From an optimization exercise on the open Yosys and OpenROAD flow, aimed at small area; shortcuts taken in it are not production practice. Only simulation tests tie the RTL to the original design; equivalence was not proved. Power and IR drop assume default switching activity.

run A:
// smcore_monitor
module smcore_monitor (
    input  wire        clk,
    input  wire        rst,             
    input  wire        ms_tick,         
    input  wire        start,           
    input  wire        clear_latch,     
    input  wire [47:0] ain,             
    input  wire [3:0]  din,             
    input  wire [15:0] cfg_gain,
    input  wire [15:0] cfg_offset,
    input  wire [15:0] cfg_z1,
    input  wire [15:0] cfg_z2,
    input  wire [15:0] cfg_z3,
    input  wire [15:0] cfg_z4,
    input  wire [15:0] cfg_prox,
    input  wire [3:0]  cfg_ai_en,
    input  wire [3:0]  cfg_di_en,
    input  wire [3:0]  cfg_di_high,
    input  wire        cfg_auto_reset,
    output wire        ready,
    output reg         done,
    output wire        relay,
    output wire        indicator,
    output reg  [2:0]  safety_status,
    output reg  [4:0]  zone_status,
    output reg         prox_alert,
    output reg  [3:0]  safety_error,
    output reg  [47:0] ai_mv,           
    output wire [3:0]  di_status
);
clock: 17.0 ns
lec_check: 0
cap_margin: 20
core_margin: 2
core_utilization: 40
cts_buf_list: sky130_fd_sc_hd__clkbuf_4
place_density: 0.6
slew_margin: 20
run.sh (not shown) runs the stock make flow with config.mk's settings and CLKGATE_MAP_FILE= SYNTH_SCRIPT=/design/flow/synth_recipe.tcl, a recipe that flattens the netlist after the stock synthesis.
No stage failed in run A, and the final checks on the layout all came back clean.
Input changes introduced in run B (baseline for comparison: run A):
==> flow/flow/run.sh (new file) <==
#!/bin/bash
# Layout flow: the standard ORFS flow (standard.sh), with two changes:
#  - ports are buffered with the smallest buffer (sky130_fd_sc_hd__buf_1)
#  - clock tree: clkbuf_8 leaf clusters of at most 16 sinks, no dummy loads
# The full make/OpenROAD/Yosys output goes to flow_make.log in this folder.
set -euo pipefail
export BUFFER_PORTS_ARGS="-buffer_cell sky130_fd_sc_hd__buf_1"
export CTS_ARGS="-sink_clustering_enable -repair_clock_nets -dont_use_dummy_load -buf_list sky130_fd_sc_hd__clkbuf_8 -sink_clustering_size 16 -sink_clustering_max_diameter 60"
bash standard.sh > flow_make.log 2>&1
==> flow/standard.sh (new file) <==
#!/bin/bash
# synth_recipe.tcl (not shown) runs the flow's synth.tcl, then flattens the netlist and writes it again
# the make line also repeats each setting of config.mk as NAME=value (left out here)
make -C /OpenROAD-flow-scripts/flow DESIGN_CONFIG=/design/flow/config.mk WORK_HOME=/design/flow/orfs CLKGATE_MAP_FILE= SYNTH_SCRIPT=/design/flow/synth_recipe.tcl "${@:-finish}"
--- a/flow/config.mk
+++ b/flow/config.mk
@@ -9,5 +9,4 @@
 export CORE_MARGIN = 2
-export CORE_UTILIZATION = 40
-export CTS_BUF_LIST = sky130_fd_sc_hd__clkbuf_4
-export PLACE_DENSITY = 0.6
+export CORE_UTILIZATION = 60
+export PLACE_DENSITY = 0.75
 export SLEW_MARGIN = 20
removed: flow/run.sh
## What came out
After detailed routing, run A needs more wire than run B. Delta (run B minus run A): combinational share of power increased by 2.6 points relative to the old numbers; register area share after synthesis closely matched the old numbers. Looking at CTS buffer count, run B sits 80 lower than run A does. Run B vs run A: power after layout down by more than 10%. Between run B and run A, it is run B whose average wire per standard cell is higher, by 5.9%.
[inputs] run C vs run B
==> flow/run.sh (new file) <==
#!/bin/bash
# synth_recipe.tcl (not shown) runs the flow's synth.tcl, then flattens the netlist and writes it again
# the make line also repeats each setting of config.mk as NAME=value (left out here)
make -C /OpenROAD-flow-scripts/flow DESIGN_CONFIG=/design/flow/config.mk WORK_HOME=/design/flow/orfs CLKGATE_MAP_FILE= SYNTH_SCRIPT=/design/flow/synth_recipe.tcl finish
--- a/flow/config.mk
+++ b/flow/config.mk
@@ -10,2 +10,3 @@
 export CORE_UTILIZATION = 60
+export CTS_BUF_LIST = sky130_fd_sc_hd__clkbuf_2
 export PLACE_DENSITY = 0.75
removed: flow/flow/run.sh
removed: flow/standard.sh
## What came out
- Run B has higher routability congestion estimate than run C.
- Global-route usage: run C higher than run B
- In the reports for run B and run C, the smaller global-route met2 utilization belongs to run B.
- Diff run B -> run C: share of final layout cell area taken by non-clock buffers has increased, stage delay of the slowest cell on the critical path has remained practically unchanged, layout-stage area growth over the synthesis result has increased, clock skew has decreased, wire length of the first global-routing pass has increased.
- Summary — post-route cell area, run C relative to run B: higher, by about 10%.

==> separate check: timing with driven ports <==
No port has a modelled driver above. Below, the same layouts with a new extraction and two added sets of constraints.
Step 1 (the two cells are an assumption about what drives the block):
set clk [get_ports {clk}]
set_driving_cell -lib_cell sky130_fd_sc_hd__clkbuf_16 $clk
set_driving_cell -lib_cell sky130_fd_sc_hd__buf_2 [delete_from_list [all_inputs] $clk]
Step 2 adds t to the input delays and takes it off the output delays; t is the mean of the earliest and latest rising clock arrival at the registers after step 1. Input paths then give back, and output paths get back, about the clock's delay inside the block.
Three values: ideal ports, drivers, drivers and shift; two values: the first two.
run | t (ns) | slack for setup (ns) | clock arrival spread, ns
run A | 0.863 | 11.227 / 11.201 / 10.389 | 0.049 / 0.049
run B | 0.575 | 11.227 / 11.227 / 10.716 | 0.061 / 0.061
run C | 1.008 | 10.911 / 10.911 / 10.401 | 0.060 / 0.061
After both steps setup and hold are still met in every run listed. For run A, which loses most, drivers alone change the setup slack by -0.026 ns; drivers and shift together by -0.838 ns.
